This is an optimization exercise on Yosys and OpenROAD, whose aim is small area, a short achievable clock period and few clock cycles per item, not a production implementation.
The RTL was checked by simulation tests, not by an equivalence proof against the original design.

## the baseline
==> flow/design.v <==
module aq_cache_dir (
    input  wire        clk,
    input  wire        rst,
    input  wire        req_valid,
    output wire        req_ready,
    input  wire [31:0] req_pa,
    input  wire        req_write,
    output wire        resp_valid,
    input  wire        resp_ready,
    output wire        resp_bypass,      
    output wire        resp_hit,
    output wire [1:0]  resp_way,         
    output wire        resp_fill,        
    output wire        resp_evict,       
    output wire [25:0] resp_evict_blk,   
    output wire [7:0]  resp_latency      
);
    localparam SETS = 32;
    localparam WAYS = 4;
    localparam [5:0] ST_RESET = 6'b000100;    
    function [5:0] others(input [1:0] m);
        case (m)
            2'd0:    others = {2'd3, 2'd2, 2'd1};
            2'd1:    others = {2'd3, 2'd2, 2'd0};
            2'd2:    others = {2'd3, 2'd1, 2'd0};
            default: others = {2'd2, 2'd1, 2'd0};
        endcase
    endfunction
    function [7:0] dec_list(input [4:0] c);
        reg [5:0] r;
        reg [1:0] m0, x, y;
        begin
            r = others(c[4:3]);
            case (c[2:1])
                2'd0:    begin m0 = r[1:0]; x = r[3:2]; y = r[5:4]; end
                2'd1:    begin m0 = r[3:2]; x = r[1:0]; y = r[5:4]; end
                default: begin m0 = r[5:4]; x = r[1:0]; y = r[3:2]; end
            endcase
            dec_list = c[0] ? {m0, x, y, c[4:3]} : {m0, y, x, c[4:3]};
        end
    endfunction
    function [4:0] enc_list(input [7:0] l);
        reg [5:0] r;
        reg [1:0] rank;
        begin
            r = others(l[1:0]);
            if (l[7:6] == r[1:0])      rank = 2'd0;
            else if (l[7:6] == r[3:2]) rank = 2'd1;
            else                       rank = 2'd2;
            enc_list = {l[1:0], rank, l[5:4] < l[3:2]};
        end
    endfunction
    function [4:0] touch(input [4:0] c, input [1:0] w);
        reg [7:0] l;
        begin
            l = dec_list(c);
            if (w == l[7:6])      touch = c;
            else if (w == l[5:4]) touch = enc_list({l[5:4], l[7:6], l[3:2], l[1:0]});
            else if (w == l[3:2]) touch = enc_list({l[3:2], l[7:6], l[5:4], l[1:0]});
            else                  touch = enc_list({l[1:0], l[7:6], l[5:4], l[3:2]});
        end
    endfunction
    reg [20:0] tag_q   [0:SETS*WAYS-1];
    reg [3:0]  dirty_q [0:SETS-1];
    reg [5:0]  st_q    [0:SETS-1];
    reg        a_v;
    reg [20:0] a_tag;
    reg [4:0]  a_idx;
    reg        a_wr, a_byp;
    reg        b_v;
    reg [20:0] b_tag;
    reg [4:0]  b_idx;
    reg        b_wr, b_byp;
    reg [20:0] b_tags [0:WAYS-1];
    reg [3:0]  b_dirty;
    reg [5:0]  b_st;
    localparam RW = 36;
    reg          r0_v, r1_v;
    reg [RW-1:0] r0, r1;
    reg        rdy_q;
    wire b_fire = b_v && !r1_v;              
    wire b_take = !b_v || !r1_v;             
    wire a_free = !a_v || !b_v || !r1_v;
    wire accept = req_valid && a_free && !rst;
    wire pop    = r0_v && resp_ready;
    assign req_ready = rdy_q;
    wire r0_v_n = r1_v || (r0_v && !pop) || b_fire;
    wire r1_v_n = r0_v && !pop && (r1_v || b_fire);
    wire a_v_n  = accept || (a_v && !b_take);
    wire b_v_n  = b_take ? a_v : b_v;
    wire        F    = b_st[5];
    wire [4:0]  code = b_st[4:0];
    wire [7:0]  lst  = dec_list(code);
    wire [1:0]  m3   = lst[1:0];
    wire [3:0] valid;
    wire [3:0] eq;
    genvar gw;
    generate
        for (gw = 0; gw < WAYS; gw = gw + 1) begin : g_way
            assign valid[gw] = F || (gw < m3);
            assign eq[gw]    = valid[gw] && (b_tags[gw] == b_tag);
        end
    endgenerate
    wire       hit   = |eq;
    wire [1:0] hw    = {eq[3] | eq[2], eq[3] | eq[1]};
    wire       fill  = !hit && !b_wr && !b_byp;
    wire [20:0] vtag = b_tags[m3];
    wire       evict = fill && F && b_dirty[m3];
    wire [4:0] ct0 = touch(code, 2'd0);
    wire [4:0] ct1 = touch(code, 2'd1);
    wire [4:0] ct2 = touch(code, 2'd2);
    wire [4:0] ct3 = touch(code, 2'd3);
    wire [4:0] code_hit = ({5{eq[0]}} & ct0) | ({5{eq[1]}} & ct1) |
                          ({5{eq[2]}} & ct2) | ({5{eq[3]}} & ct3);
    wire [4:0] code_fill = enc_list({m3, lst[7:6], lst[5:4], lst[3:2]});
    wire [5:0] st_new = hit  ? {F, code_hit} :
                        fill ? {F | (m3 == 2'd3), code_fill} :
                               b_st;
    wire [3:0] m3_oh = 4'b0001 << m3;
    wire [3:0] dirty_new = (b_dirty | (eq & {4{b_wr}})) & ~(m3_oh & {4{fill}});
    reg        w_v;
    reg [4:0]  w_idx;
    reg [1:0]  w_way;
    reg [20:0] w_tag;
    always @(posedge clk) begin
        w_v   <= b_fire && fill;
        w_idx <= b_idx;
        w_way <= m3;
        w_tag <= b_tag;
    end
    integer s, w;
    always @(posedge clk) begin
        for (s = 0; s < SETS; s = s + 1) begin
            if (b_fire && b_idx == s)
                dirty_q[s] <= dirty_new;
            for (w = 0; w < WAYS; w = w + 1)
                if (w_v && w_idx == s && w_way == w)
                    tag_q[s*WAYS + w] <= w_tag;
        end
    end
    always @(posedge clk) begin
        for (s = 0; s < SETS; s = s + 1) begin
            if (rst)
                st_q[s] <= ST_RESET;
            else if (b_fire && b_idx == s)
                st_q[s] <= st_new;
        end
    end
    reg  [20:0] rd_tag [0:WAYS-1];
    reg  [3:0]  rd_dirty;
    reg  [5:0]  rd_st;
    always @(*) begin
        for (w = 0; w < WAYS; w = w + 1)
            rd_tag[w] = 21'd0;
        rd_dirty = 4'd0;
        rd_st    = 6'd0;
        for (s = 0; s < SETS; s = s + 1) begin
            for (w = 0; w < WAYS; w = w + 1)
                if (w < 2 ? rd_sel[s] : rd_sel2[s])
                    rd_tag[w] = rd_tag[w] | tag_q[s*WAYS + w];
            if (rd_sel2[s]) begin
                rd_dirty = rd_dirty | dirty_q[s];
                rd_st    = rd_st | st_q[s];
            end
        end
    end
    wire [4:0] a_idx_n  = a_free ? req_pa[10:6] : a_idx;
    wire [4:0] b_idx_n  = b_take ? a_idx : b_idx;
    wire       stall_n  = b_v_n && r1_v_n;
    wire       fire_n   = b_v_n && !r1_v_n;
    wire       fwd_n    = fire_n && (a_idx_n == b_idx_n);
    reg  [SETS-1:0] rd_sel, rd_sel2;
    reg             fwd_q;
    reg  [3:0]      wsel_q;
    always @(posedge clk) begin
        rd_sel <= stall_n ? {{(SETS-1){1'b0}}, 1'b1} << b_idx_n :
                            {{(SETS-1){1'b0}}, 1'b1} << a_idx_n;
        for (s = 0; s < SETS; s = s + 1)
            rd_sel2[s] <= stall_n ? b_idx_n == s : a_idx_n == s;
        fwd_q  <= fwd_n;
        wsel_q <= {4{b_fire && fill && (stall_n ? b_idx_n == b_idx : a_idx_n == b_idx)}} & m3_oh;
    end
    always @(posedge clk) begin
        if (a_free) begin    
            a_tag <= req_pa[31:11];
            a_idx <= req_pa[10:6];
            a_wr  <= req_write;
            a_byp <= (req_pa[31:14] == 18'd0) && (req_pa[13:12] == 2'd1 || req_pa[13:12] == 2'd2);
        end
        if (b_take) begin
            b_tag <= a_tag;
            b_idx <= a_idx;
            b_wr  <= a_wr;
            b_byp <= a_byp;
        end
        for (w = 0; w < WAYS; w = w + 1)
            b_tags[w] <= (fwd_q && fill && m3 == w) ? b_tag :
                         wsel_q[w] ? w_tag : rd_tag[w];
        b_dirty <= (rd_dirty | ({4{fwd_q && b_wr}} & eq)) & ~({4{fwd_q && fill}} & m3_oh);
        b_st    <= (fwd_q && hit)  ? {rd_st[5], code_hit} :
                   (fwd_q && fill) ? {rd_st[5] | (m3 == 2'd3), code_fill} : rd_st;
    end
    wire [RW-1:0] n_resp = {b_byp, hit, hit ? hw : m3, fill, evict, vtag, b_idx,
                            !hit, !hit && !evict, hit || evict};
    always @(posedge clk) begin
        if (!r0_v || pop)
            r0 <= r1_v ? r1 : n_resp;
        if (!r1_v)
            r1 <= n_resp;
    end
    always @(posedge clk) begin
        if (rst) begin
            a_v   <= 1'b0;
            b_v   <= 1'b0;
            r0_v  <= 1'b0;
            r1_v  <= 1'b0;
            rdy_q <= 1'b1;
        end else begin
            a_v   <= a_v_n;
            b_v   <= b_v_n;
            r0_v  <= r0_v_n;
            r1_v  <= r1_v_n;
            rdy_q <= !a_v_n || !b_v_n || !r1_v_n;
        end
    end
    wire       o_byp, o_hit, o_fill, o_ev, o_l6, o_l5, o_l3;
    wire [1:0] o_way;
    wire [25:0] o_blk;
    assign {o_byp, o_hit, o_way, o_fill, o_ev, o_blk, o_l6, o_l5, o_l3} = r0;
    assign resp_valid     = r0_v;
    assign resp_bypass    = o_byp;
    assign resp_hit       = o_hit;
    assign resp_way       = o_way;
    assign resp_fill      = o_fill;
    assign resp_evict     = o_ev;
    assign resp_evict_blk = o_blk;
    assign resp_latency   = {o_ev, o_l6, o_l5, 1'b0, o_l3, o_l5, o_hit, 1'b0};
endmodule
==> flow/config.mk <==
export PLATFORM = sky130hd
export DESIGN_NAME = aq_cache_dir
export DESIGN_NICKNAME = aq_cache_dir
export VERILOG_FILES = /design/flow/design.v
export SDC_FILE = /design/flow/constraint.sdc
export NUM_CORES = 4
export LEC_CHECK = 0
export CAP_MARGIN = 20
export CORE_MARGIN = 2
export CORE_UTILIZATION = 55
export CTS_BUF_LIST = sky130_fd_sc_hd__clkbuf_16
export CTS_CLUSTER_DIAMETER = 80
export CTS_CLUSTER_SIZE = 20
export SLEW_MARGIN = 20
export TNS_END_PERCENT = 5
==> flow/constraint.sdc <==
create_clock -name core_clock -period 10.0 [get_ports {clk}]
set_input_delay 2.0000 -clock core_clock [delete_from_list [all_inputs] [get_ports {clk}]]
set_output_delay 2.0000 -clock core_clock [all_outputs]
set_load 0.01 [all_outputs]
standard.sh (not shown) runs the stock make flow with config.mk's settings and CLKGATE_MAP_FILE= SYNTH_SCRIPT=/design/flow/synth_recipe.tcl, a recipe that flattens the netlist after the stock synthesis.
==> flow/flow/run.sh <==
#!/bin/bash
# Standard layout (the standard.sh, standard synthesis unchanged), with
#  - the setup repair margin raised so that repair_timing works on every path
#    slower than the period this design can reach, and
#  - the port buffers (one per input and output, as standard) made buf_4.
# The clock and constraints are the standard flow's.
set -euo pipefail
bash standard.sh SETUP_SLACK_MARGIN=6.8 "BUFFER_PORTS_ARGS=-buffer_cell sky130_fd_sc_hd__buf_4" finish > standard_flow.log 2>&1
Testbench counts of the baseline, summed over its fixed seeds: cycles 24,024, items 24,000.
Input-level comparison between the candidate and the baseline:
diff --git a/flow/design.v b/flow/design.v
--- a/flow/design.v
+++ b/flow/design.v
@@ -156,8 +156,7 @@
         rd_st    = 6'd0;
         for (s = 0; s < SETS; s = s + 1) begin
-            for (w = 0; w < WAYS; w = w + 1)
-                if (w < 2 ? rd_sel[s] : rd_sel2[s])
+            if (rd_sel[s]) begin
+                for (w = 0; w < WAYS; w = w + 1)
                     rd_tag[w] = rd_tag[w] | tag_q[s*WAYS + w];
-            if (rd_sel2[s]) begin
                 rd_dirty = rd_dirty | dirty_q[s];
                 rd_st    = rd_st | st_q[s];
@@ -169,15 +168,13 @@
     wire       stall_n  = b_v_n && r1_v_n;
     wire       fire_n   = b_v_n && !r1_v_n;
+    wire [4:0] rd_idx_n = stall_n ? b_idx_n : a_idx_n;
     wire       fwd_n    = fire_n && (a_idx_n == b_idx_n);
-    reg  [SETS-1:0] rd_sel, rd_sel2;
+    reg  [SETS-1:0] rd_sel;
     reg             fwd_q;
     reg  [3:0]      wsel_q;
     always @(posedge clk) begin
-        rd_sel <= stall_n ? {{(SETS-1){1'b0}}, 1'b1} << b_idx_n :
-                            {{(SETS-1){1'b0}}, 1'b1} << a_idx_n;
-        for (s = 0; s < SETS; s = s + 1)
-            rd_sel2[s] <= stall_n ? b_idx_n == s : a_idx_n == s;
+        rd_sel <= {{(SETS-1){1'b0}}, 1'b1} << rd_idx_n;
         fwd_q  <= fwd_n;
-        wsel_q <= {4{b_fire && fill && (stall_n ? b_idx_n == b_idx : a_idx_n == b_idx)}} & m3_oh;
+        wsel_q <= {4{b_fire && fill && rd_idx_n == b_idx}} & m3_oh;
     end
     always @(posedge clk) begin
Notes after the runs:
- Diff the baseline -> the candidate: setup slack of the critical path after layout decreased 0.12 ns, number of cells on the critical path higher, net count reported at finish moved down.
- Summary of the candidate over the baseline: post-route standard cell area excluding fillers dropped 0.0012 mm2; via count lost 2164; portion of the clock cycle consumed by the worst path in the final layout went up by 1.2 points; post-CTS resize count +3.
- Of the two values seen for cell with the biggest individual delay on the critical path, sky130_fd_sc_hd__nor3_1 was produced by the baseline and sky130_fd_sc_hd__nor3_2 by the candidate.
- Per the final summary, the candidate finished and its layout is clean on timing, DRC and antenna.
Testbench counts of the candidate, summed over its fixed seeds: cycles 24,024, items 24,000.

separate check: timing with driven ports:
The flow's constraints put no driver on any port. The routed layouts listed below were extracted and timed again, unchanged, in two steps. Step 1, drivers: a clkbuf_16 drives clk and a buf_2 each remaining input, both assumed. Step 2 also shifts input and output timing later by t, the mid clock arrival at the registers, as if the neighbouring blocks saw the same clock. Slacks: no drivers / after step 1 / after step 2; pairs: no drivers / after step 1.
run | t, ns | setup slack, ns | hold WS [ns] | worst slew at a driven data input, ns | cell pins on the clock port's net
the baseline | 0.948 | 6.497 / 6.456 / 5.981 | 0.446 / 0.446 / 0.446 | 0.04 | 1
the candidate | 0.966 | 6.374 / 6.374 / 5.879 | 0.423 / 0.423 / 0.423 | 0.08 | 1
After both steps every run listed still meets setup and hold. The setup slack of the baseline, which loses most, moves by -0.041 ns with the drivers and by -0.516 ns with both steps.
